From an optimization exercise on the open Yosys and OpenROAD flow, aimed at small area; shortcuts taken in it are not production practice. The RTL was checked by simulation tests, not by an equivalence proof against the original design. Power is estimated from default activity; no workload was simulated.

==> design/flow/flow/run.sh <==
#!/bin/bash
# Own layout flow. It is the standard ORFS flow (standard.sh) with:
#  1. the standard synthesis, unchanged (standard.sh synth);
#  2. an area re-mapping of the combinational logic of that netlist
#     (flow/remap.ys: flip-flops kept as black boxes, so the registers, their
#     names and cell types are the standard synthesis's);
#  3. the rest of the standard flow, with two ORFS knobs from the environment:
#     every input and output port still gets a buffer, but a buf_1; and the
#     clock tree is built without dummy loads, from clkbuf_16 in clusters of
#     up to 20 sinks.
# Each tool writes its full output to a log file of its own in this folder
# (flow_*.log) or to its ORFS log under orfs/logs/.
set -euo pipefail
cd "$(dirname "$0")/.."
W=$(pwd)
R=$W/orfs/results/$FLOW_PLATFORM/pte_top/base
LIB=$FLOW_HOME/platforms/$FLOW_PLATFORM/lib/sky130_fd_sc_hd__tt_025C_1v80.lib

bash standard.sh synth > flow_synth.log 2>&1

cp "$R/1_2_yosys.v" "$W/flow_standard_netlist.v"
sed -e "s#@LIB@#$LIB#g" -e "s#@IN@#$W/flow_standard_netlist.v#" \
    -e "s#@OUT@#$W/flow_remapped.v#" -e "s#@TOP@#$FLOW_TOP#" flow/remap.ys > flow_remap.ys
yosys -l flow_remap.log -s flow_remap.ys > /dev/null 2>&1
# the re-mapped netlist must read back as a complete netlist of library cells
printf 'read_liberty -lib %s\nread_verilog %s\nhierarchy -top %s\ncheck -assert -mapped\n' \
    "$LIB" "$W/flow_remapped.v" "$FLOW_TOP" > flow_remap_check.ys
yosys -l flow_remap_check.log -s flow_remap_check.ys > /dev/null 2>&1
cp "$W/flow_remapped.v" "$R/1_2_yosys.v"
rm -f "$R/1_synth.odb"

export BUFFER_PORTS_ARGS="-buffer_cell sky130_fd_sc_hd__buf_1"
export CTS_ARGS="-sink_clustering_enable -repair_clock_nets -dont_use_dummy_load -buf_list {sky130_fd_sc_hd__clkbuf_16} -sink_clustering_size 20 -sink_clustering_max_diameter 60"
bash standard.sh > flow_make.log 2>&1
==> design/flow/flow/remap.ys <==
# Area re-mapping of the standard synthesis's combinational logic.
# The flip-flop cells are black boxes here, so every register keeps its
# instance name, cell type and connections; only the logic between them is
# mapped again by ABC with an area-oriented script.
read_liberty -ignore_miss_func @LIB@
blackbox sky130_fd_sc_hd__dfxtp_1 sky130_fd_sc_hd__edfxtp_1
read_verilog @IN@
hierarchy -top @TOP@
flatten
rename -hide w:*.*
opt_clean
abc -liberty @LIB@ -dont_use sky130_fd_sc_hd__probe_p_8 -dont_use sky130_fd_sc_hd__probec_p_8 -dont_use sky130_fd_sc_hd__lpflow_* -script +strash;dch,-f;map,-a;mfs2;strash;dch,-f;map,-a;mfs2;strash;dch,-f;map,-a;mfs2;strash;dch,-f;map,-a
setundef -zero
splitnets
opt_clean -purge
hilomap -singleton -hicell sky130_fd_sc_hd__conb_1 HI -locell sky130_fd_sc_hd__conb_1 LO
insbuf -buf sky130_fd_sc_hd__buf_4 A X
opt_clean -purge
stat -liberty @LIB@
write_verilog -noattr -nohex -nodec @OUT@
==> design/flow/standard.sh <==
#!/bin/bash
# synth_recipe.tcl (not shown) runs the flow's synth.tcl, then flattens the netlist and writes it again
# the make line also repeats each setting of config.mk as NAME=value (left out here)
make -C /OpenROAD-flow-scripts/flow DESIGN_CONFIG=/design/flow/config.mk WORK_HOME=/design/flow/orfs CLKGATE_MAP_FILE= SYNTH_SCRIPT=/design/flow/synth_recipe.tcl "${@:-finish}"
==> design/flow/config.mk <==
export PLATFORM = sky130hd
export DESIGN_NAME = pte_top
export DESIGN_NICKNAME = pte_top
export VERILOG_FILES = /design/flow/design.v
export SDC_FILE = /design/flow/constraint.sdc
export NUM_CORES = 4
export LEC_CHECK = 0
export CAP_MARGIN = 20
export CORE_MARGIN = 2
export CORE_UTILIZATION = 40
export SLEW_MARGIN = 20
==> design/flow/constraint.sdc <==
create_clock -name core_clock -period 10.0 [get_ports {clk}]
set_input_delay 2.0000 -clock core_clock [delete_from_list [all_inputs] [get_ports {clk}]]
set_output_delay 2.0000 -clock core_clock [all_outputs]
set_load 0.01 [all_outputs]
==> design/flow/design.v <==
module pte_top (
    input             clk,
    input             rst,
    input      [1:0]  cfg_addr_width_m1,    
    input      [4:0]  cfg_page_log2,        
    input      [32:0] cfg_total_size,       
    input      [1:0]  cfg_cs_addr_bits,     
    input             cfg_bus_spi,          
    input      [7:0]  cfg_bus_selector,
    input      [7:0]  cfg_op_read,
    input      [7:0]  cfg_op_write,
    input      [7:0]  cfg_op_sread,
    input      [7:0]  cfg_op_swrite,
    input      [7:0]  cfg_op_read_status,
    input             cfg_secure_supported,
    input      [31:0] cfg_page_write_ms,
    input      [2:0]  cfg_cs_shift,
    input      [7:0]  cfg_cs_addr_mask,
    input      [7:0]  cfg_status_selector,
    input      [7:0]  cfg_status_busy_mask,
    input      [7:0]  cfg_status_fail_mask,
    input      [7:0]  cfg_dummy_byte,
    input      [31:0] now_ms,
    input             reg_we,
    input      [4:0]  reg_addr,
    input      [31:0] reg_wdata,
    output reg [31:0] reg_rdata,
    output            pkt_valid,
    input             pkt_ready,
    output reg [7:0]  pkt_sel,
    output reg        pkt_rx,
    output reg [31:0] pkt_len,
    output reg        pkt_start,
    output reg        pkt_stop,
    output     [7:0]  pkt_dummy,
    output            tx_valid,
    input             tx_ready,
    output     [7:0]  tx_data,
    input             rx_valid,
    output            rx_ready,
    input      [7:0]  rx_data,
    input             rsp_valid,
    output            rsp_ready,
    input      [7:0]  rsp_code,
    output            buf_req,
    output            buf_we,
    output     [31:0] buf_addr,
    output     [7:0]  buf_wdata,
    input             buf_gnt,
    input      [7:0]  buf_rdata
);
    localparam [7:0] R_PARAM     = 8'h01;
    localparam [7:0] R_RANGE     = 8'h02;
    localparam [7:0] R_ALIGN     = 8'h03;
    localparam [7:0] R_SIZE      = 8'h04;
    localparam [7:0] R_NOTREADY  = 8'h05;
    localparam [7:0] R_TIMEOUT   = 8'h06;
    localparam [7:0] R_INV_ADDR  = 8'h07;
    localparam [7:0] R_INV_CMD   = 8'h08;
    localparam [7:0] R_CRC       = 8'h09;
    localparam [7:0] R_NACK_ADDR = 8'h10;
    localparam [7:0] R_NACK_DATA = 8'h11;
    localparam [2:0] PH_STH  = 3'd0;    
    localparam [2:0] PH_STR  = 3'd1;    
    localparam [2:0] PH_ADDR = 3'd2;
    localparam [2:0] PH_DATA = 3'd3;
    localparam [2:0] PH_CRC  = 3'd4;
    localparam [4:0] S_IDLE  = 5'd0;
    localparam [4:0] S_VAL   = 5'd1;    
    localparam [4:0] S_VDEC  = 5'd2;
    localparam [4:0] S_SLA   = 5'd3;    
    localparam [4:0] S_SLB   = 5'd4;    
    localparam [4:0] S_CRCL  = 5'd5;    
    localparam [4:0] S_PKT   = 5'd6;
    localparam [4:0] S_TXLD  = 5'd7;
    localparam [4:0] S_TX    = 5'd8;
    localparam [4:0] S_RSP   = 5'd9;
    localparam [4:0] S_RX    = 5'd10;
    localparam [4:0] S_BUFRD = 5'd11;
    localparam [4:0] S_BUFWR = 5'd12;
    localparam [4:0] S_ACRC  = 5'd13;
    localparam [4:0] S_WRAP  = 5'd14;   
    localparam [4:0] S_SUCC  = 5'd15;
    localparam [4:0] S_NEXT  = 5'd16;
    localparam [4:0] S_TMR   = 5'd17;   
    localparam [4:0] S_FAIL  = 5'd19;
    localparam [4:0] S_RB    = 5'd20;   
    localparam [4:0] S_LDST  = 5'd21;   
    localparam [4:0] S_DONE  = 5'd22;
    reg [31:0] cmd_q, offset_q, length_q;
    reg        busy, done, ovr, islast;
    reg [7:0]  result;
    reg [31:0] cur_offset, remain, buf_index, slice_len;
    reg [31:0] txn_count, pkt_count, retry_count, start_time, wire_addr;
    reg [5:0]  trans_id;
    reg [15:0] crc_q, rx_crc;
    reg [7:0]  dev_status;
    reg        sel_valid;
    reg [2:0]  hi;           
    reg [4:0]  state;
    reg [2:0]  phase;
    reg [2:0]  dc;           
    reg [2:0]  bn;           
    reg [7:0]  byte_q;
    reg [4:0]  f;            
    reg        chk, nr, adv, rz, rhz;
    reg [1:0]  cn;           
    reg        cnt_busy, cnt_txn, cnt_rty;
    reg [1:0]  cdc;
    reg [2:0]  cc;
    wire is_secure = cmd_q[2];
    wire is_read   = cmd_q[0];
    wire cmd_bad   = (cmd_q[31:3] != 29'd0) || (cmd_q[1:0] == 2'b00) || (cmd_q[1:0] == 2'b11);
    wire poll_first = cfg_bus_spi && (cfg_status_busy_mask != 8'd0);
    wire [2:0]  nmask = {cfg_cs_addr_bits == 2'd3, cfg_cs_addr_bits[1], cfg_cs_addr_bits != 2'd0};
    wire [2:0]  fold  = hi & nmask & {3{cfg_addr_width_m1 != 2'd3}};
    wire [7:0]  fold_sh = {5'd0, fold} << cfg_cs_shift;
    wire [7:0]  eff_sel = sel_valid ? (cfg_bus_selector | (fold_sh & cfg_cs_addr_mask)) : 8'd0;
    wire d0 = (dc == 3'd0);
    wire d7 = (dc == 3'd7);
    reg [3:0] pm4;
    integer j;
    always @(*) begin
        for (j = 0; j < 4; j = j + 1)
            pm4[j] = ({dc, j[1:0]} < cfg_page_log2);
    end
    wire [3:0] cur_d = cur_offset[3:0];
    wire [3:0] rem_d = remain[3:0];
    wire [3:0] buf_d = buf_index[3:0];
    wire [3:0] sl_d  = slice_len[3:0];
    wire [3:0] st_d  = start_time[3:0];
    wire [3:0] now_d = now_ms[{dc, 2'b00} +: 4];
    wire [3:0] pwt_d = cfg_page_write_ms[{dc, 2'b00} +: 4];
    wire [3:0] tot_d = cfg_total_size[{dc, 2'b00} +: 4];
    wire st_val  = (state == S_VAL);
    wire st_sl   = (state == S_SLA) || (state == S_SLB);
    wire st_tmr  = (state == S_TMR);
    wire st_rb   = (state == S_RB);
    wire st_step = (state == S_TX) || (state == S_BUFWR) || (state == S_CRCL);
    reg [4:0] fi;
    always @(*) begin
        fi = f;
        if (st_step)
            fi = {f[4:3], 3'b101};
        if (d0) begin
            case (state)
                S_VAL:  fi = 5'b00010;
                S_SLA:  fi = 5'b00011;
                S_SLB:  fi = {f[4:1], 1'b1};
                S_RB:   fi = 5'b00101;
                S_TMR:  fi = 5'b00001;
                default: ;
            endcase
        end
    end
    wire [3:0] xa = st_sl ? (~cur_d & pm4) : st_tmr ? now_d : cur_d;
    wire [3:0] xb = st_rb ? ~sl_d : st_val ? rem_d : st_tmr ? ~st_d : 4'd0;
    wire [5:0] xs_x = {1'b0, xa, 1'b1} + {1'b0, xb, fi[0]};
    wire [4:0] xs = xs_x[5:1];
    wire [3:0] ya = st_val ? tot_d : st_tmr ? xs[3:0] : rem_d;
    wire [3:0] yb = st_rb ? sl_d : (st_val || st_sl) ? ~xs[3:0] : st_tmr ? ~pwt_d : 4'hF;
    wire [5:0] ys_x = {1'b0, ya, 1'b1} + {1'b0, yb, fi[1]};
    wire [4:0] ys = ys_x[5:1];
    wire [3:0] zb = st_rb ? ~sl_d : 4'd0;
    wire [5:0] zs_x = {1'b0, buf_d, 1'b1} + {1'b0, zb, fi[2]};
    wire [4:0] zs = zs_x[5:1];
    wire step_ec = (xs[3:0] & pm4) == 4'd0;
    wire step_er = (ys[3:0] == 4'd0) && rhz;
    wire [3:0] w_cur = d0 ? cur_d : xs[3:0];
    wire [3:0] w_rem = d0 ? rem_d : ys[3:0];
    wire w_ec = (d0 ? 1'b1 : f[3]) && ((w_cur & pm4) == 4'd0);
    wire w_er = (d0 ? 1'b1 : f[4]) && (w_rem == 4'd0);
    always @(*) begin
        pkt_sel   = eff_sel;
        pkt_rx    = 1'b0;
        pkt_len   = 32'd1;
        pkt_start = 1'b0;
        pkt_stop  = 1'b0;
        case (phase)
            PH_STH: begin
                pkt_sel   = cfg_status_selector;
                pkt_start = 1'b1;
            end
            PH_STR: begin
                pkt_sel   = cfg_status_selector;
                pkt_rx    = 1'b1;
                pkt_start = !cfg_bus_spi;
                pkt_stop  = 1'b1;
            end
            PH_ADDR: begin
                pkt_len   = {29'd0, {1'b0, cfg_addr_width_m1} + 3'd1 + {2'd0, cfg_bus_spi}};
                pkt_start = 1'b1;
            end
            PH_DATA: begin
                pkt_rx    = is_read;
                pkt_len   = slice_len;
                pkt_start = is_read && !cfg_bus_spi;
                pkt_stop  = !is_secure;
            end
            default: begin
                pkt_rx    = is_read;
                pkt_len   = 32'd2;
                pkt_stop  = 1'b1;
            end
        endcase
    end
    assign pkt_dummy = cfg_dummy_byte;
    assign pkt_valid = (state == S_PKT) && !cnt_busy;
    assign tx_valid  = (state == S_TX);
    assign tx_data   = byte_q;
    assign rx_ready  = (state == S_RX);
    assign rsp_ready = (state == S_RSP);
    assign buf_req   = (state == S_BUFRD) || (state == S_BUFWR);
    assign buf_we    = (state == S_BUFWR);
    assign buf_addr  = buf_index;
    assign buf_wdata = byte_q;
    reg [7:0] opcode;
    always @(*) begin
        case ({cmd_q[2], cmd_q[0]})
            2'b01:   opcode = cfg_op_read;
            2'b00:   opcode = cfg_op_write;
            2'b11:   opcode = cfg_op_sread;
            default: opcode = cfg_op_swrite;
        endcase
    end
    wire       hdr_op    = (phase == PH_ADDR) && cfg_bus_spi && (bn == 3'd0);
    wire [1:0] ai        = st_acrc ? bn[2:1] : (bn[1:0] - {1'b0, (phase == PH_ADDR) && cfg_bus_spi});
    wire [1:0] apos      = cfg_addr_width_m1 - ai;
    wire [7:0] addr_byte = wire_addr[{apos, 3'b000} +: 8];
    reg [7:0] load_byte;
    always @(*) begin
        case (phase)
            PH_STH:  load_byte = cfg_op_read_status;
            PH_CRC:  load_byte = bn[0] ? crc_q[7:0] : crc_q[15:8];
            default: load_byte = hdr_op ? opcode : addr_byte;
        endcase
    end
    wire [2:0] hdr_len = (phase == PH_ADDR) ? ({1'b0, cfg_addr_width_m1} + 3'd1 + {2'd0, cfg_bus_spi}) :
                         (phase == PH_CRC) ? 3'd2 : 3'd1;
    wire hdr_last = (bn + 3'd1 == hdr_len);
    function [15:0] crc16_byte(input [15:0] c, input [7:0] b);
        integer i;
        reg [15:0] r;
        reg        fb;
        begin
            r = c;
            for (i = 7; i >= 0; i = i - 1) begin
                fb = r[15] ^ b[i];
                r  = {r[14:0], 1'b0};
                if (fb) r = r ^ 16'h1021;
            end
            crc16_byte = r;
        end
    endfunction
    wire        st_acrc  = (state == S_ACRC);
    wire [15:0] crc_base = (st_acrc && bn == 3'd0) ? 16'hFFFF : crc_q;
    wire [7:0]  crc_in   = st_acrc ? addr_byte : byte_q;
    wire [3:0]  crc_nib  = (st_acrc ? bn[0] : cn[0]) ? crc_in[3:0] : crc_in[7:4];
    wire [3:0]  crc_x    = crc_base[15:12] ^ crc_nib;
    wire [15:0] crc_nxt  = {crc_base[11:0], 4'd0} ^ {crc_x, 12'd0} ^ {7'd0, crc_x, 5'd0} ^ {12'd0, crc_x};
    wire rsp_ok = (rsp_code == 8'h00);
    wire rsp_nr = (rsp_code == R_NACK_ADDR) || (rsp_code == R_NOTREADY);
    wire [7:0] rsp_fatal = (rsp_code == R_NACK_DATA) ?
                           ((phase == PH_ADDR) ? R_INV_ADDR : R_INV_CMD) : rsp_code;
    wire st_busy = (dev_status & cfg_status_busy_mask) != 8'd0;
    wire st_fail = (dev_status & cfg_status_fail_mask) != 8'd0;
    always @(*) begin
        case (reg_addr)
            5'd0:  reg_rdata = cmd_q;
            5'd1:  reg_rdata = offset_q;
            5'd2:  reg_rdata = length_q;
            5'd3:  reg_rdata = {16'd0, result, 4'd0, islast, ovr, done, busy};
            5'd4:  reg_rdata = cur_offset;
            5'd5:  reg_rdata = remain;
            5'd6:  reg_rdata = buf_index;
            5'd7:  reg_rdata = slice_len;
            5'd8:  reg_rdata = txn_count;
            5'd9:  reg_rdata = pkt_count;
            5'd10: reg_rdata = retry_count;
            5'd11: reg_rdata = {24'd0, trans_id, 1'b0, busy};
            5'd12: reg_rdata = start_time;
            5'd13: reg_rdata = {16'd0, crc_q};
            5'd14: reg_rdata = {16'd0, rx_crc};
            5'd15: reg_rdata = {24'd0, dev_status};
            5'd16: reg_rdata = wire_addr;
            5'd17: reg_rdata = {24'd0, eff_sel};
            default: reg_rdata = 32'd0;
        endcase
    end
    wire [1:0] ccarry = 2'b00;
    wire [2:0] cci = (cdc == 2'd0) ? 3'b111 : cc;
    wire [8:0] pk_s = {1'b0, pkt_count[7:0]}   + {8'd0, cci[0]};
    wire [8:0] tx_s = {1'b0, txn_count[7:0]}   + {8'd0, cci[1]};
    wire [8:0] rt_s = {1'b0, retry_count[7:0]} + {8'd0, cci[2]};
    task byte_step(input [4:0] nxt_more, input [4:0] nxt_end);
        begin
            cur_offset[3:0] <= xs[3:0];
            remain[3:0]     <= ys[3:0];
            buf_index[3:0]  <= zs[3:0];
            f[2:0]          <= {zs[4], ys[4], xs[4]};
            adv             <= 1'b1;
            rz              <= step_er;
            if (xs[4] | zs[4] | ~ys[4])
                state <= S_WRAP;
            else
                state <= (step_ec | step_er) ? nxt_end : nxt_more;
        end
    endtask
    task attempt;
        begin
            chk   <= 1'b0;
            phase <= poll_first ? PH_STH : PH_ADDR;
            state <= S_PKT;
        end
    endtask
    always @(posedge clk) begin
        if (rst) begin
            cmd_q       <= 32'd0;
            offset_q    <= 32'd0;
            length_q    <= 32'd0;
            busy        <= 1'b0;
            done        <= 1'b0;
            ovr         <= 1'b0;
            islast      <= 1'b0;
            result      <= 8'd0;
            cur_offset  <= 32'd0;
            remain      <= 32'd0;
            buf_index   <= 32'd0;
            slice_len   <= 32'd0;
            txn_count   <= 32'd0;
            pkt_count   <= 32'd0;
            retry_count <= 32'd0;
            start_time  <= 32'd0;
            wire_addr   <= 32'd0;
            trans_id    <= 6'd0;
            crc_q       <= 16'd0;
            rx_crc      <= 16'd0;
            dev_status  <= 8'd0;
            sel_valid   <= 1'b0;
            cnt_busy    <= 1'b0;
            state       <= S_IDLE;
        end else begin
            if (reg_we) begin
                case (reg_addr)
                    5'd0: begin
                        if (busy) begin
                            ovr <= 1'b1;
                        end else begin
                            cmd_q       <= reg_wdata;
                            ovr         <= 1'b0;
                            done        <= 1'b0;
                            result      <= 8'd0;
                            islast      <= 1'b0;
                            busy        <= 1'b1;
                            cur_offset  <= offset_q;
                            remain      <= length_q;
                            buf_index   <= 32'd0;
                            slice_len   <= 32'd0;
                            txn_count   <= 32'd0;
                            pkt_count   <= 32'd0;
                            retry_count <= 32'd0;
                            dc          <= 3'd0;
                            nr          <= 1'b0;
                            adv         <= 1'b0;
                            state       <= S_VAL;
                        end
                    end
                    5'd1: offset_q <= reg_wdata;
                    5'd2: length_q <= reg_wdata;
                    default: ;
                endcase
            end
            if (cnt_busy) begin
                pkt_count <= {pk_s[7:0], pkt_count[31:8]};
                cc[0] <= pk_s[8];
                if (cnt_txn) begin
                    txn_count <= {tx_s[7:0], txn_count[31:8]};
                    cc[1] <= tx_s[8];
                end
                if (cnt_rty) begin
                    retry_count <= {rt_s[7:0], retry_count[31:8]};
                    cc[2] <= rt_s[8];
                end
                cdc <= cdc + 2'd1;
                if (cdc == 2'd3) cnt_busy <= 1'b0;
            end
            case (state)
                S_VAL: begin
                    cur_offset <= {cur_d, cur_offset[31:4]};
                    remain     <= {rem_d, remain[31:4]};
                    f  <= {fi[4] | (rem_d != 4'd0), fi[3] | ((rem_d & pm4) != 4'd0),
                           fi[2] | ((cur_d & pm4) != 4'd0), ys[4], xs[4]};
                    rhz <= d0 | (rhz & (rem_d == 4'd0));
                    dc <= dc + 3'd1;
                    if (d7) state <= S_VDEC;
                end
                S_VDEC: begin
                    if (cmd_bad || (is_secure && !cfg_secure_supported)) begin
                        result <= R_PARAM;
                        state  <= S_DONE;
                    end else if ((f[0] & ~f[1]) | ((f[0] | ~f[1]) & ~cfg_total_size[32])) begin
                        result <= R_RANGE;
                        state  <= S_DONE;
                    end else if (is_secure && f[2]) begin
                        result <= R_ALIGN;
                        state  <= S_DONE;
                    end else if (is_secure && f[3]) begin
                        result <= R_SIZE;
                        state  <= S_DONE;
                    end else if (!f[4]) begin
                        state <= S_DONE;
                    end else begin
                        state <= S_SLA;
                    end
                end
                S_SLA: begin
                    cur_offset <= {cur_d, cur_offset[31:4]};
                    remain     <= {rem_d, remain[31:4]};
                    wire_addr  <= {(dc[2:1] <= cfg_addr_width_m1) ? cur_d : 4'd0, wire_addr[31:4]};
                    start_time <= {now_d, start_time[31:4]};
                    if (dc == {cfg_addr_width_m1 + 2'd1, 1'b0})
                        hi <= cur_d[2:0];
                    f  <= {fi[4:3], fi[2] | (rem_d != xs[3:0]), ys[4], xs[4]};
                    sel_valid <= 1'b1;
                    dc <= dc + 3'd1;
                    if (d7) state <= S_SLB;
                end
                S_SLB: begin
                    cur_offset <= {cur_d, cur_offset[31:4]};
                    remain     <= {rem_d, remain[31:4]};
                    slice_len  <= {f[1] ? xs[3:0] : rem_d, slice_len[31:4]};
                    f[0] <= xs[4];
                    dc <= dc + 3'd1;
                    if (d7) begin
                        islast <= ~f[1] | ~f[2];
                        adv    <= 1'b0;
                        attempt;
                    end
                end
                S_PKT: begin
                    if (pkt_ready && !cnt_busy) begin
                        cnt_busy <= 1'b1;
                        cdc      <= 2'd0;
                        cnt_txn  <= (phase == PH_ADDR);
                        cnt_rty  <= nr;
                        nr       <= 1'b0;
                        if (phase == PH_ADDR || phase == PH_STH || (phase == PH_STR && !cfg_bus_spi))
                            trans_id <= trans_id + 6'd1;
                        bn <= 3'd0;
                        if (pkt_rx)
                            state <= S_RSP;
                        else if (phase == PH_DATA)
                            state <= is_secure ? S_ACRC : S_BUFRD;
                        else
                            state <= S_TXLD;
                    end
                end
                S_TXLD: begin
                    byte_q <= load_byte;
                    state  <= S_TX;
                end
                S_BUFRD: begin
                    cn <= 2'd0;
                    if (buf_gnt) begin
                        byte_q <= buf_rdata;
                        state  <= S_TX;
                    end
                end
                S_TX: begin
                    if (phase == PH_DATA && is_secure && !cn[1]) begin
                        crc_q <= crc_nxt;
                        cn    <= cn + 2'd1;
                    end
                    if (tx_ready) begin
                        if (phase == PH_DATA) begin
                            if (is_secure && cn == 2'd0)
                                state <= S_CRCL;
                            else
                                byte_step(S_BUFRD, S_RSP);
                        end else begin
                            bn    <= bn + 3'd1;
                            state <= hdr_last ? S_RSP : S_TXLD;
                        end
                    end
                end
                S_ACRC: begin
                    crc_q <= crc_nxt;
                    bn    <= bn + 3'd1;
                    if (bn == {cfg_addr_width_m1, 1'b1})
                        state <= is_read ? S_RX : S_BUFRD;
                end
                S_CRCL: begin
                    crc_q <= crc_nxt;
                    if (is_read) byte_step(S_RX, S_SUCC);
                    else         byte_step(S_BUFRD, S_RSP);
                end
                S_RSP: begin
                    if (rsp_valid) begin
                        if (rsp_ok) begin
                            if (!pkt_rx)
                                state <= S_SUCC;
                            else if (phase == PH_DATA && is_secure)
                                state <= S_ACRC;
                            else
                                state <= S_RX;
                        end else if (rsp_nr) begin
                            dc    <= 3'd0;
                            state <= S_TMR;
                        end else begin
                            result <= rsp_fatal;
                            state  <= S_FAIL;
                        end
                    end
                end
                S_RX: begin
                    cn <= 2'd0;
                    if (rx_valid) begin
                        byte_q <= rx_data;
                        case (phase)
                            PH_DATA: state <= S_BUFWR;
                            PH_CRC: begin
                                rx_crc <= {rx_crc[7:0], rx_data};
                                bn     <= bn + 3'd1;
                                if (bn[0]) state <= S_SUCC;
                            end
                            default: begin
                                dev_status <= rx_data;
                                state      <= S_SUCC;
                            end
                        endcase
                    end
                end
                S_BUFWR: begin
                    if (is_secure && !cn[1]) begin
                        crc_q <= crc_nxt;
                        cn    <= cn + 2'd1;
                    end
                    if (buf_gnt) begin
                        if (is_secure && cn == 2'd0)
                            state <= S_CRCL;
                        else
                            byte_step(S_RX, S_SUCC);
                    end
                end
                S_WRAP: begin
                    if (d0) begin
                        cur_offset <= {cur_d, cur_offset[31:4]};
                        buf_index  <= {buf_d, buf_index[31:4]};
                        remain     <= {rem_d, remain[31:4]};
                    end else begin
                        cur_offset <= {xs[3:0], cur_offset[31:4]};
                        remain     <= {ys[3:0], remain[31:4]};
                        buf_index  <= {zs[3:0], buf_index[31:4]};
                        f[2:0]     <= {zs[4], ys[4], xs[4]};
                    end
                    f[4:3] <= {w_er, w_ec};
                    rhz    <= d0 | (rhz & (ys[3:0] == 4'd0));
                    dc <= dc + 3'd1;
                    if (d7) begin
                        rz <= w_er;
                        if (w_ec | w_er) state <= is_read ? S_SUCC : S_RSP;
                        else             state <= is_read ? S_RX : S_BUFRD;
                    end
                end
                S_SUCC: begin
                    case (phase)
                        PH_STH: begin
                            phase <= PH_STR;
                            state <= S_PKT;
                        end
                        PH_STR: begin
                            if (st_busy) begin
                                dc    <= 3'd0;
                                state <= S_TMR;
                            end else if (chk) begin
                                if (st_fail) begin
                                    result <= R_CRC;
                                    state  <= S_FAIL;
                                end else begin
                                    state <= S_NEXT;
                                end
                            end else begin
                                phase <= PH_ADDR;
                                state <= S_PKT;
                            end
                        end
                        PH_ADDR: begin
                            phase <= PH_DATA;
                            state <= S_PKT;
                        end
                        PH_DATA: begin
                            if (is_secure) begin
                                phase <= PH_CRC;
                                state <= S_PKT;
                            end else begin
                                state <= S_NEXT;
                            end
                        end
                        default: begin
                            if (is_read) begin
                                if (crc_q != rx_crc) begin
                                    result <= R_CRC;
                                    state  <= S_FAIL;
                                end else begin
                                    state <= S_NEXT;
                                end
                            end else begin
                                chk   <= 1'b1;
                                phase <= cfg_bus_spi ? PH_STH : PH_STR;
                                dc    <= 3'd0;
                                state <= S_LDST;
                            end
                        end
                    endcase
                end
                S_LDST: begin
                    start_time <= {now_d, start_time[31:4]};
                    dc <= dc + 3'd1;
                    if (d7) state <= S_PKT;
                end
                S_NEXT: begin
                    if (rz) state <= S_DONE;
                    else    state <= S_SLA;
                end
                S_TMR: begin
                    start_time <= {st_d, start_time[31:4]};
                    f[2:0] <= {fi[2] | (ys[3:0] != 4'd0), ys[4], xs[4]};
                    dc <= dc + 3'd1;
                    if (d7) begin
                        if (ys[4] & (fi[2] | (ys[3:0] != 4'd0))) begin
                            result <= R_TIMEOUT;
                            state  <= S_FAIL;
                        end else begin
                            nr <= 1'b1;
                            if (chk) begin
                                phase <= cfg_bus_spi ? PH_STH : PH_STR;
                                state <= S_PKT;
                            end else if (adv) begin
                                state <= S_RB;
                            end else begin
                                attempt;
                            end
                        end
                    end
                end
                S_FAIL: begin
                    if (adv) state <= S_RB;
                    else     state <= S_DONE;
                end
                S_RB: begin
                    cur_offset <= {xs[3:0], cur_offset[31:4]};
                    remain     <= {ys[3:0], remain[31:4]};
                    buf_index  <= {zs[3:0], buf_index[31:4]};
                    slice_len  <= {sl_d, slice_len[31:4]};
                    f[2:0]     <= {zs[4], ys[4], xs[4]};
                    rhz        <= d0 | (rhz & (ys[3:0] == 4'd0));
                    dc <= dc + 3'd1;
                    if (d7) begin
                        adv <= 1'b0;
                        if (result != 8'd0) state <= S_DONE;
                        else                attempt;
                    end
                end
                S_DONE: begin
                    if (!cnt_busy) begin
                        busy  <= 1'b0;
                        done  <= 1'b1;
                        state <= S_IDLE;
                    end
                end
                default: ;
            endcase
        end
    end
endmodule
==> impl_metrics.py, run 1 <==
metrics = {
    "sta": {
        "setup_viol": 0,
        "setup_total_negative_slack_ps": 0,
        "final.setup_skew_ps": 81.13,
        "final-hold-violation-count": 0,
        "fin_crit_ps": 7474,
        "post-route-period-util_pct": 74.74,
        "timing.final.max_slew_violations": 0,
        "worst_pin_slew_ps": 1216,
        "timing.fmax_mhz": 133.8,
        "timing.max_slew.rel_slack_pct": 18.62,
        "final_critical_path_setup_slack_ps": 2526,
        "rsz0062_at_grt": "false",
    },
    "die": {
        "i_o_pin_cnt": 405,
        "start_util_pct": 40.63,
        "row_count": 90,
        "die_area_um2": 63530,
        "die_width_um": 252.1,
        "dieHeight_um": 252.1,
        "design.core.area_um2": 60580,
    },
    "setup_path": {
        "worstSetupStartpoint": "state[2]",
        "slowest_delay_ps": 650,
        "critPathMostFrequentCell": "nor2_1",
        "timing.critical_path.to_type": "register",
        "critPathMaxFanout": 13,
        "critPathSlowestCell": "clkinv_1",
        "cpLargestDelayFamily": "simple AND/OR/NAND/NOR gates",
        "setup.reg_to_reg.worst_slack_ps": 2530,
        "setup.worst_path.start_class": "register",
        "critical_path_required_ps": 10170,
        "critical_path_class": "register to register",
        "worstPathBufferInverterCount": 7,
        "r2r_start": "state[2]",
        "critical_path_arrival_ps": 7650,
    },
    "route": {
        "drc": 0,
        "detailedRoute.firstIterationViolations": 4477,
        "wl_per_cell_um": 30.21,
        "dr_total_vias": 30020,
        "ant_nets": 0,
        "wirelength_mm": 139.7,
        "detail_route.vias_per_cell": 6.491,
        "drt_pre_antenna_iters": 6,
    },
    "clock_network": {
        "ctsHtreeMaxLevel": 2,
        "path_clk_slew_ps": 70,
        "cts_setup_buffers": 0,
        "cts_resized": 0,
        "cts_sinks": 488,
        "cts-root-buf": "clkbuf_16",
        "cts_buffer_count": 41,
        "maximum_clock_path_buffer_count": 3,
        "worstSkewPairLatency_ps": 610,
        "cts.hold.buffers_added": 0,
        "cts_tree": "yes",
    },
    "logic_synthesis": {
        "synthCells": 3350,
        "syn-num-nets": 3618,
        "avgSynthCellArea_um2": 7.347,
        "syn_std_cell_area_um2": 24610,
        "synth.yosys.warnings": 1,
    },
    "placement": {
        "dp_worst_setup_slack_ps": 2676,
        "routabilityCongestion": 1.024,
        "place.port_buffers": 388,
        "dpl.hpwl_mm": 104.8,
    },
    "status": {
        "result_of_the_run": "finished clean",
    },
    "finish": {
        "drive_above_1_share_pct": 3.962,
        "final_nets": 4106,
        "syn_to_final_growth_pct": 16.09,
    },
    "power_and_ir_drop": {
        "power.density_nw_per_um2": 212.4,
        "power.ir.vdd_worst_uv": 117.1,
        "power.static_leakage_nw": 9.208,
    },
    "global_route": {
        "globalRouteOverflowTotal": 0,
        "global_route.usage.total_pct": 42.63,
        "grt_antenna_before_repair": 8,
        "via_count_of_the_first_global_routing_pass": 27180,
        "grt_max_degree": 82,
        "grt_first_pass_wirelength_mm": 196.4,
    },
    "worst_hold_path": {
        "hold_start": "offset_q[25]",
        "worst_hold_check_path_type": "register to register",
    },
    "flow_run": {
        "drv_cap": 0,
    },
}
[cells in the final DEF, fill, tap and decap left out, types with 3 or more instances in the layout]
cell type / count
a2111oi_0: 11
a211oi_1: 32
a21boi_0: 3
a21oi_1: 329
a221oi_1: 127
a22oi_1: 98
a31oi_1: 21
a32o_1: 3
a32oi_1: 7
buf_1: 387
buf_4: 72
clkbuf_16: 41
clkinv_1: 552
dfxtp_1: 449
diode_2: 6
edfxtp_1: 39
nand2_1: 273
nand3_1: 107
nand4_1: 26
nor2_1: 410
nor2_2: 13
nor3_1: 40
nor4_1: 19
o2111ai_1: 15
o211ai_1: 9
o21ai_0: 403
o221a_2: 5
o221ai_1: 5
o22ai_1: 262
o31ai_1: 7
o32ai_1: 10
or2_2: 9
xnor2_1: 8
xor2_1: 16
[tightest hold or removal path: stages (launching register included)]
cell and delay (ps):
dfxtp_1 310, clkinv_1 60, a221oi_1 60
[final cells by class]
| cell class | count | area (µm²) |
|---|---|---|
| Fill cell | 6416 | 32010 |
| Multi-Input combinational cell | 2292 | 12300 |
| Sequential cell | 488 | 10160 |
| Inverter | 554 | 2085 |
| Timing Repair Buffer | 461 | 2006 |
| Clock buffer | 41 | 1026 |
| Tap cell | 782 | 978.4 |
| Antenna cell | 6 | 15.01 |
[power breakdown]
part	total, mW	switching [mW]	internal [mW]
clock	1.46	0.741	0.723
sequential	2.45	0.254	2.19
combinational	2.16	1.55	0.608
total	6.07	2.55	3.52
[state kept, by name (all words and copies together) (netlist names), 5 cells and up]
register     count
cur_offset      32
pkt_count       32
cmd_q           32
start_time      32
trans_id         6
retry_count     32
wire_addr       32
buf_index       32
offset_q        32
dev_status       8
byte_q           8
remain          32
crc_q           16
result           8
rx_crc          16
txn_count       32
slice_len       32
state            5
length_q        32
f                5
[per-stage QoR]
step | area [µm²] | instances | util [%] | power, mW | hold WS [ps]
after CTS | 28540 | 4616 | 47.11 | 5.958 | 458.0
after global placement | 27520 | 4575 | 45.42 | 4.554 | 443.5
after global routing | 28560 | 4618 | 47.14 | 6.270 | 471.2
after detailed placement | 27520 | 4575 | 45.42 | 4.535 | 447.5
after floorplan | 24610 | 3350 | - | 3.648 | 424.2
final | 28570 | 4624 | 47.16 | 6.070 | 450.3
[routing by layer]
layer | up-vias | global-route usage (%) | routed length [µm] | share of wire (%)
li1 | 13130 | - | - | -
met1 | 13990 | 54.94 | 53070 | 38
met2 | 2338 | 62.63 | 57680 | 41
met3 | 542 | 11.17 | 17780 | 13
met4 | 14 | 28.39 | 11080 | 7.9
met5 | - | 0 | 90 | 0.064
[path summary, 6_finish.rpt]
kind                    endpoint  cells past startpoint
setup / recovery        phase[2]                     28
hold / removal    cur_offset[25]                      2
setup reg to reg        phase[2]                     28
hold reg to reg   cur_offset[25]                      2
==> run 2, diff against run 1 <==
--- a/design/flow/design.v
+++ b/design/flow/design.v
@@ -70,7 +70,7 @@
     localparam [4:0] S_VDEC  = 5'd2;
     localparam [4:0] S_SLA   = 5'd3;    
     localparam [4:0] S_SLB   = 5'd4;    
-    localparam [4:0] S_CRCL  = 5'd5;    
+    localparam [4:0] S_CRC8  = 5'd5;    
     localparam [4:0] S_PKT   = 5'd6;
     localparam [4:0] S_TXLD  = 5'd7;
     localparam [4:0] S_TX    = 5'd8;
@@ -78,13 +78,14 @@
     localparam [4:0] S_RX    = 5'd10;
     localparam [4:0] S_BUFRD = 5'd11;
     localparam [4:0] S_BUFWR = 5'd12;
-    localparam [4:0] S_ACRC  = 5'd13;
+    localparam [4:0] S_ACLD  = 5'd13;   
+    localparam [4:0] S_ACSH  = 5'd23;   
     localparam [4:0] S_WRAP  = 5'd14;   
     localparam [4:0] S_SUCC  = 5'd15;
     localparam [4:0] S_NEXT  = 5'd16;
     localparam [4:0] S_TMR   = 5'd17;   
     localparam [4:0] S_FAIL  = 5'd19;
-    localparam [4:0] S_RB    = 5'd20;   
+    localparam [4:0] S_RB    = 5'd24;   
     localparam [4:0] S_LDST  = 5'd21;   
     localparam [4:0] S_DONE  = 5'd22;
     reg [31:0] cmd_q, offset_q, length_q;
@@ -104,7 +105,6 @@
     reg [7:0]  byte_q;
     reg [4:0]  f;            
     reg        chk, nr, adv, rz, rhz;
-    reg [1:0]  cn;           
     reg        cnt_busy, cnt_txn, cnt_rty;
     reg [1:0]  cdc;
     reg [2:0]  cc;
@@ -136,7 +136,7 @@
     wire st_sl   = (state == S_SLA) || (state == S_SLB);
     wire st_tmr  = (state == S_TMR);
     wire st_rb   = (state == S_RB);
-    wire st_step = (state == S_TX) || (state == S_BUFWR) || (state == S_CRCL);
+    wire st_step = (state == S_TX) || (state == S_BUFWR) || (state == S_CRC8);
     reg [4:0] fi;
     always @(*) begin
         fi = f;
@@ -224,7 +224,7 @@
         endcase
     end
     wire       hdr_op    = (phase == PH_ADDR) && cfg_bus_spi && (bn == 3'd0);
-    wire [1:0] ai        = st_acrc ? bn[2:1] : (bn[1:0] - {1'b0, (phase == PH_ADDR) && cfg_bus_spi});
+    wire [1:0] ai        = bn[1:0] - {1'b0, (phase == PH_ADDR) && cfg_bus_spi};
     wire [1:0] apos      = cfg_addr_width_m1 - ai;
     wire [7:0] addr_byte = wire_addr[{apos, 3'b000} +: 8];
     reg [7:0] load_byte;
@@ -252,12 +252,8 @@
             crc16_byte = r;
         end
     endfunction
-    wire        st_acrc  = (state == S_ACRC);
-    wire [15:0] crc_base = (st_acrc && bn == 3'd0) ? 16'hFFFF : crc_q;
-    wire [7:0]  crc_in   = st_acrc ? addr_byte : byte_q;
-    wire [3:0]  crc_nib  = (st_acrc ? bn[0] : cn[0]) ? crc_in[3:0] : crc_in[7:4];
-    wire [3:0]  crc_x    = crc_base[15:12] ^ crc_nib;
-    wire [15:0] crc_nxt  = {crc_base[11:0], 4'd0} ^ {crc_x, 12'd0} ^ {7'd0, crc_x, 5'd0} ^ {12'd0, crc_x};
+    wire        crc_fb   = crc_q[15] ^ byte_q[7];
+    wire [15:0] crc_nxt  = {crc_q[14:0], 1'b0} ^ ({16{crc_fb}} & 16'h1021);
     wire rsp_ok = (rsp_code == 8'h00);
     wire rsp_nr = (rsp_code == R_NACK_ADDR) || (rsp_code == R_NOTREADY);
     wire [7:0] rsp_fatal = (rsp_code == R_NACK_DATA) ?
@@ -450,7 +446,7 @@
                         if (pkt_rx)
                             state <= S_RSP;
                         else if (phase == PH_DATA)
-                            state <= is_secure ? S_ACRC : S_BUFRD;
+                            state <= is_secure ? S_ACLD : S_BUFRD;
                         else
                             state <= S_TXLD;
                     end
@@ -460,21 +456,17 @@
                     state  <= S_TX;
                 end
                 S_BUFRD: begin
-                    cn <= 2'd0;
                     if (buf_gnt) begin
                         byte_q <= buf_rdata;
                         state  <= S_TX;
                     end
                 end
                 S_TX: begin
-                    if (phase == PH_DATA && is_secure && !cn[1]) begin
-                        crc_q <= crc_nxt;
-                        cn    <= cn + 2'd1;
-                    end
                     if (tx_ready) begin
+                        bn <= 3'd0;
                         if (phase == PH_DATA) begin
-                            if (is_secure && cn == 2'd0)
-                                state <= S_CRCL;
+                            if (is_secure)
+                                state <= S_CRC8;
                             else
                                 byte_step(S_BUFRD, S_RSP);
                         end else begin
@@ -483,16 +475,31 @@
                         end
                     end
                 end
-                S_ACRC: begin
-                    crc_q <= crc_nxt;
-                    bn    <= bn + 3'd1;
-                    if (bn == {cfg_addr_width_m1, 1'b1})
-                        state <= is_read ? S_RX : S_BUFRD;
-                end
-                S_CRCL: begin
-                    crc_q <= crc_nxt;
-                    if (is_read) byte_step(S_RX, S_SUCC);
-                    else         byte_step(S_BUFRD, S_RSP);
+                S_ACLD: begin
+                    if (bn == 3'd0) crc_q <= 16'hFFFF;
+                    byte_q <= load_byte;
+                    state  <= S_ACSH;
+                end
+                S_ACSH: begin
+                    crc_q  <= crc_nxt;
+                    byte_q <= {byte_q[6:0], 1'b0};
+                    dc     <= dc + 3'd1;
+                    if (d7) begin
+                        bn <= bn + 3'd1;
+                        if (bn[1:0] == cfg_addr_width_m1)
+                            state <= is_read ? S_RX : S_BUFRD;
+                        else
+                            state <= S_ACLD;
+                    end
+                end
+                S_CRC8: begin
+                    crc_q  <= crc_nxt;
+                    byte_q <= {byte_q[6:0], 1'b0};
+                    bn     <= bn + 3'd1;
+                    if (bn == 3'd7) begin
+                        if (is_read) byte_step(S_RX, S_SUCC);
+                        else         byte_step(S_BUFRD, S_RSP);
+                    end
                 end
                 S_RSP: begin
                     if (rsp_valid) begin
@@ -500,7 +507,7 @@
                             if (!pkt_rx)
                                 state <= S_SUCC;
                             else if (phase == PH_DATA && is_secure)
-                                state <= S_ACRC;
+                                state <= S_ACLD;
                             else
                                 state <= S_RX;
                         end else if (rsp_nr) begin
@@ -513,7 +520,6 @@
                     end
                 end
                 S_RX: begin
-                    cn <= 2'd0;
                     if (rx_valid) begin
                         byte_q <= rx_data;
                         case (phase)
@@ -531,13 +537,10 @@
                     end
                 end
                 S_BUFWR: begin
-                    if (is_secure && !cn[1]) begin
-                        crc_q <= crc_nxt;
-                        cn    <= cn + 2'd1;
-                    end
                     if (buf_gnt) begin
-                        if (is_secure && cn == 2'd0)
-                            state <= S_CRCL;
+                        bn <= 3'd0;
+                        if (is_secure)
+                            state <= S_CRC8;
                         else
                             byte_step(S_RX, S_SUCC);
                     end
--- a/design/flow/flow/remap.ys
+++ b/design/flow/flow/remap.ys
@@ -9,7 +9,7 @@
 flatten
 rename -hide w:*.*
 opt_clean
-abc -liberty @LIB@ -dont_use sky130_fd_sc_hd__probe_p_8 -dont_use sky130_fd_sc_hd__probec_p_8 -dont_use sky130_fd_sc_hd__lpflow_* -script +strash;dch,-f;map,-a;mfs2;strash;dch,-f;map,-a;mfs2;strash;dch,-f;map,-a;mfs2;strash;dch,-f;map,-a
+abc -liberty @LIB@ -dont_use sky130_fd_sc_hd__probe_p_8 -dont_use sky130_fd_sc_hd__probec_p_8 -dont_use sky130_fd_sc_hd__lpflow_* -script +strash;dch,-f;map,-a;mfs2;strash;dch,-f;map,-a;mfs2;strash;dch,-f;map,-a;mfs2;strash;dch,-f;map,-a;mfs2;strash;dch,-f;map,-a;mfs2;strash;dch,-f;map,-a
 setundef -zero
 splitnets
 opt_clean -purge
--- a/design/flow/config.mk
+++ b/design/flow/config.mk
@@ -7,5 +7,5 @@
 export LEC_CHECK = 0
 export CAP_MARGIN = 20
 export CORE_MARGIN = 2
-export CORE_UTILIZATION = 40
+export CORE_UTILIZATION = 45
 export SLEW_MARGIN = 20
==> impl_metrics.py, run 2 <==
metrics = {
    "status": {
        "result_of_the_run": "finished clean",
    },
    "finish": {
        "drive_above_1_share_pct": 3.599,
        "fin_cells": 4512,
        "syn_to_final_growth_pct": 15.37,
        "mostFrequentLayoutCells": "clkinv_1 (477), nor2_1 (471), dfxtp_1 (449), buf_1 (387), o21ai_0 (351)",
        "mostFrequentLayoutCell": "clkinv_1",
        "final_nets": 4077,
        "final_cell_area_um2": 28120,
    },
    "setup_path": {
        "critical_path_required_ps": 10170,
        "timing.critical_path.to_type": "register",
        "r2r_start": "dc[2]",
        "critical_path_class": "primary input to register",
        "critPathMostFrequentCell": "nand2_1",
        "r2r_cells": 31,
        "setup.worst_path.start_class": "primary input",
        "slowest_delay_ps": 650,
        "critical_path_arrival_ps": 8130,
        "critPathSlowestCell": "o21ai_0",
        "critical_path.reg2reg.endpoint": "phase[1]",
        "setup.reg_to_reg.worst_slack_ps": 2730,
        "critPathMaxFanout": 6,
    },
    "worst_hold_path": {
        "hold_path_end": "length_q[25]",
        "hold_depth": 2,
        "hold_start": "length_q[25]",
        "worst_hold_check_path_type": "register to register",
    },
    "clock_network": {
        "cts_buffer_count": 38,
        "ctsHtreeMaxLevel": 2,
        "cts-root-buf": "clkbuf_16",
        "worstSkewPairLatency_ps": 610,
        "cts_tree": "yes",
        "cts_setup_buffers": 0,
        "maximum_clock_path_buffer_count": 3,
        "path_clk_slew_ps": 60,
        "cts_resized": 0,
        "cts.hold.buffers_added": 0,
        "cts_sinks": 486,
    },
    "route": {
        "detail_route.vias_per_cell": 6.761,
        "drt_pre_antenna_iters": 6,
        "dr_total_vias": 30510,
        "drc": 0,
        "wl_per_cell_um": 30.65,
        "ant_nets": 0,
        "wirelength_mm": 138.3,
        "detailedRoute.firstIterationViolations": 4875,
    },
    "logic_synthesis": {
        "syn-num-nets": 3602,
        "synthCells": 3334,
        "avgSynthCellArea_um2": 7.310,
        "synth.yosys.warnings": 1,
        "syn_std_cell_area_um2": 24370,
    },
    "sta": {
        "timing.max_slew.rel_slack_pct": 20.15,
        "rsz0062_at_grt": "false",
        "fin_crit_ps": 7951,
        "timing.final.max_slew_violations": 0,
        "final.setup_skew_ps": 99.28,
        "worst_pin_slew_ps": 1190,
        "post-route-period-util_pct": 79.51,
        "setup_viol": 0,
        "timing.fmax_mhz": 125.8,
        "setup_total_negative_slack_ps": 0,
        "final-hold-violation-count": 0,
    },
    "placement": {
        "numPlacedInstances": 4464,
        "placedInstanceArea_um2": 27120,
        "routabilityCongestion": 1.057,
        "dpl.hpwl_mm": 103.4,
        "place.port_buffers": 388,
    },
    "die": {
        "i_o_pin_cnt": 405,
        "design.core.area_um2": 53710,
        "dieHeight_um": 236.7,
        "start_util_pct": 45.38,
        "die_area_um2": 56030,
        "row_count": 85,
        "die_width_um": 236.7,
    },
    "global_route": {
        "grt_antenna_before_repair": 9,
        "global_route.usage.total_pct": 47.54,
        "grt_first_pass_wirelength_mm": 194.3,
        "globalRouteOverflowTotal": 0,
        "via_count_of_the_first_global_routing_pass": 27810,
        "grt_max_degree": 86,
    },
    "power_and_ir_drop": {
        "power.ir.vdd_worst_uv": 193.3,
        "power.density_nw_per_um2": 206.2,
        "power.static_leakage_nw": 9.333,
    },
    "flow_run": {
        "drv_cap": 0,
    },
}
[run 2: worst max-delay path by stage]
stage / endpoint / start / slack, ps / depth (start not counted)
2_1_floorplan: txn_count[28] / reg_addr[4] / 2690 / 8
3_3_place_gp: phase[0] / cfg_page_log2[4] / 1890 / 30
3_5_place_dp: phase[1] / cfg_page_log2[4] / 1720 / 30
4_1_cts: phase[1] / cfg_page_log2[4] / 2240 / 30
5_1_grt: phase[1] / cfg_page_log2[4] / 1580 / 30
6_report: phase[1] / cfg_page_log2[4] / 2050 / 30
[run 2: cell type report]
type,count,area [µm²]
antenna,9,22.52
clock buffer,38,950.9
fill,5429,25590
inverter,480,1804
multi-input combinational,2352,12440
sequential,486,10100
tap,696,870.8
timing repair buffer,451,1929
[run 2: per-layer routing]
metal  routed length, µm  track usage [%]  share of wire, %
met5                  28                0             0.020
met4               11890            34.20               8.6
met3               18250            12.45                13
met2               57550            70.97                42
met1               50560            59.49                37
[run 2: report_power, final]
part	internal (mW)	switching, mW
sequential	2.12	0.195
clock	0.672	0.723
combinational	0.537	1.55
total	3.33	2.47
[run 2: critical path, delay by kind of cell]
| family | cells | cell delay [ps] |
|---|---|---|
| AOI/OAI and AO/OA | 8 | 2250 |
| xor gates and xnor gates | 1 | 200 |
| buffers and inverters | 4 | 490 |
| and+or+nand+nor | 17 | 3170 |
[run 2: per-stage QoR]
| step | hold WS (ps) | total power [mW] | util (%) | worst slack [ps] |
|---|---|---|---|---|
| 2_1_floorplan | 426.9 | 3.461 | - | 2692 |
| 3_3_place_gp | 442.0 | 4.303 | 50.49 | 1894 |
| 3_5_place_dp | 446.6 | 4.321 | 50.50 | 1721 |
| 4_1_cts | 457.4 | 5.671 | 52.27 | 2243 |
| 5_1_grt | 473.6 | 5.976 | 52.32 | 1584 |
| 6_report | 460.5 | 5.798 | 52.35 | 2049 |
==> run 3, diff against run 2 <==
--- a/design/flow/flow/run.sh
+++ b/design/flow/flow/run.sh
@@ -7,7 +7,7 @@
 #  3. the rest of the standard flow, with two ORFS knobs from the environment:
 #     every input and output port still gets a buffer, but a buf_1; and the
 #     clock tree is built without dummy loads, from clkbuf_16 in clusters of
-#     up to 20 sinks.
+#     up to 26 sinks.
 # Each tool writes its full output to a log file of its own in this folder
 # (flow_*.log) or to its ORFS log under orfs/logs/.
 set -euo pipefail
@@ -30,5 +30,5 @@
 rm -f "$R/1_synth.odb"
 
 export BUFFER_PORTS_ARGS="-buffer_cell sky130_fd_sc_hd__buf_1"
-export CTS_ARGS="-sink_clustering_enable -repair_clock_nets -dont_use_dummy_load -buf_list {sky130_fd_sc_hd__clkbuf_16} -sink_clustering_size 20 -sink_clustering_max_diameter 60"
+export CTS_ARGS="-sink_clustering_enable -repair_clock_nets -dont_use_dummy_load -buf_list {sky130_fd_sc_hd__clkbuf_16} -sink_clustering_size 26 -sink_clustering_max_diameter 70"
 bash standard.sh > flow_make.log 2>&1
--- a/design/flow/config.mk
+++ b/design/flow/config.mk
@@ -7,5 +7,5 @@
 export LEC_CHECK = 0
 export CAP_MARGIN = 20
 export CORE_MARGIN = 2
-export CORE_UTILIZATION = 45
+export CORE_UTILIZATION = 50
 export SLEW_MARGIN = 20
==> impl_metrics.py, run 3 <==
metrics = {
    "status": {
        "result_of_the_run": "finished clean",
    },
    "setup_path": {
        "worstPathBufferInverterCount": 5,
        "setup.worst_path.start_class": "primary input",
        "timing.critical_path.to_type": "register",
        "slowest_delay_ps": 630,
        "critical_path_required_ps": 10260,
        "critPathSlowestCell": "a211oi_1",
        "critPathMostFrequentCell": "nand2_1",
        "cpLargestDelayFamily": "simple AND/OR/NAND/NOR gates",
        "critPathMaxFanout": 6,
        "critical_path_class": "primary input to register",
        "critical_path_arrival_ps": 8020,
    },
    "route": {
        "ant_nets": 0,
        "wirelength_mm": 135.4,
        "met2_routed_length_mm": 54.40,
        "wl_per_cell_um": 30.64,
        "met1_length_mm": 45.73,
        "detailedRoute.firstIterationViolations": 5289,
        "top_signal_layer_used": "met5",
        "drt_pre_antenna_iters": 9,
        "routed-wl-met3_mm": 20.72,
        "detail_route.vias_per_cell": 7.037,
        "drc": 0,
        "dr_total_vias": 31100,
    },
    "finish": {
        "drive_above_1_share_pct": 3.370,
        "fillers": 4595,
        "final_nets": 4068,
        "mostFrequentLayoutCells": "clkinv_1 (477), nor2_1 (471), dfxtp_1 (449), buf_1 (387), o21ai_0 (351)",
        "mostFrequentLayoutCell": "clkinv_1",
        "syn_to_final_growth_pct": 14.07,
    },
    "clock_network": {
        "cts_resized": 0,
        "ctsHtreeMaxLevel": 1,
        "cts_tree": "yes",
        "worstSkewPairLatency_ps": 650,
        "cts_sinks": 486,
        "path_clk_slew_ps": 90,
        "cts_setup_buffers": 0,
        "cts.hold.buffers_added": 0,
        "cts_buffer_count": 29,
        "maximum_clock_path_buffer_count": 3,
        "cts-root-buf": "clkbuf_16",
    },
    "global_route": {
        "grt_first_pass_wirelength_mm": 191.0,
        "grt_max_degree": 88,
        "globalRouteOverflowTotal": 0,
        "via_count_of_the_first_global_routing_pass": 28260,
        "grt_antenna_before_repair": 11,
        "global_route.usage.total_pct": 51.81,
    },
    "die": {
        "start_util_pct": 50.83,
        "row_count": 80,
        "i_o_pin_cnt": 405,
        "die_width_um": 224.8,
        "die_area_um2": 50520,
        "dieHeight_um": 224.8,
        "design.core.area_um2": 47950,
    },
    "logic_synthesis": {
        "avgSynthCellArea_um2": 7.310,
        "syn-num-nets": 3602,
        "syn_std_cell_area_um2": 24370,
        "synth.yosys.warnings": 1,
        "synthCells": 3334,
    },
    "sta": {
        "post-route-period-util_pct": 77.59,
        "timing.max_slew.rel_slack_pct": 21.35,
        "final-hold-violation-count": 0,
        "fin_crit_ps": 7759,
        "timing.final.max_slew_violations": 0,
        "setup_viol": 0,
        "setup_total_negative_slack_ps": 0,
        "worst_hold_slack_ps": 460.0,
        "final.setup_skew_ps": 52.89,
        "timing.fmax_mhz": 128.9,
        "worst_pin_slew_ps": 1150,
        "rsz0062_at_grt": "false",
    },
    "power_and_ir_drop": {
        "power.static_leakage_nw": 9.230,
        "power.ir.vdd_worst_uv": 160.6,
        "power.density_nw_per_um2": 201.3,
    },
    "placement": {
        "place.port_buffers": 388,
        "routabilityCongestion": 1.094,
        "dpl.hpwl_mm": 100.5,
    },
    "flow_run": {
        "drv_cap": 0,
    },
    "worst_hold_path": {
        "worst_hold_check_path_type": "register to register",
    },
}
==> run 3: layout make-up <==
type                       count  area [µm²]  share of cell area [%]
multi-input combinational   2352       12430                   44.71
sequential                   486       10100                   36.33
timing repair buffer         451        1953                   7.026
inverter                     480        1804                   6.490
tap                          615       769.5                   2.768
clock buffer                  29       725.7                   2.610
antenna                        7       17.52                 0.06301
==> run 3: where the power goes <==
group / switching, mW / leakage (nW) / internal [mW] / total [mW]
logic: 1.53 / 4.90 / 0.535 / 2.07
registers: 0.213 / 3.97 / 2.12 / 2.33
clock network: 0.683 / 0.357 / 0.512 / 1.19
==> run 3: per-layer routing <==
layer	global-route usage, %	vias to the layer above
li1	-	12950
met1	61.21	14290
met2	75.83	2987
met3	18.25	868
met4	42.30	10
met5	0	-
==> run 3: through the flow <==
stage                     worst slack, ps  area (µm²)  utilization [%]  power (mW)  std cells
after floorplan                      2692       24370                -       3.461       3334
final                                2241       27800            57.98       5.597       4420
after CTS                            2431       27740            57.85       5.425       4412
after global placement               2092       27010            56.33       4.269       4383
after global routing                 1800       27790            57.95       5.755       4414
after detailed placement             1875       27010            56.33       4.293       4383
==> run 3: final timing paths <==
kind                         start           end  slack, ps  cells after the start
setup / recovery  cfg_page_log2[4]      phase[0]       2240                     31
setup reg to reg             dc[2]      phase[0]       2590                     30
hold / removal        length_q[25]  length_q[25]        460                      2
hold reg to reg       length_q[25]  length_q[25]        460                      2
==> run 3: worst reg2reg max path: cells and delay by family (launching register included) <==
family	cells	cell delay, ps
XOR/XNOR	1	220
AO/OA/AOI/OAI	8	2150
buffers and inverters	4	780
flip-flops	1	770
AND/OR/NAND/NOR	17	3150

-- static timing again, ports no longer ideal --
In the flow no input, the clock included, has a driving cell. The finished layouts below were timed again as built, in two steps. Step 1 (the two cells are an assumption about what drives the block):
set clk [get_ports {clk}]
set_driving_cell -lib_cell sky130_fd_sc_hd__clkbuf_16 $clk
set_driving_cell -lib_cell sky130_fd_sc_hd__buf_2 [delete_from_list [all_inputs] $clk]
Step 2, shift: input delay + t, output delay - t, t = (earliest + latest rising clock arrival at the registers) / 2. This alone moves slack from input paths to output paths. a / b / c = no drivers / after step 1 / after step 2; a / b = the first two.
run	t, ns	slack for setup (ns)	worst register clock-pin slew, ns	pins driven straight from the clock port
run 1	0.634	2.526 / 2.526 / 2.504	0.09 / 0.09	1
run 2	0.630	2.049 / 2.086 / 1.456	0.09 / 0.09	1
run 3	0.686	2.241 / 2.281 / 1.595	0.11 / 0.11	1
After both steps setup and hold are still met in every run listed. The setup slack of run 3, which loses most, moves by +0.040 ns with the drivers and by -0.646 ns with both steps.
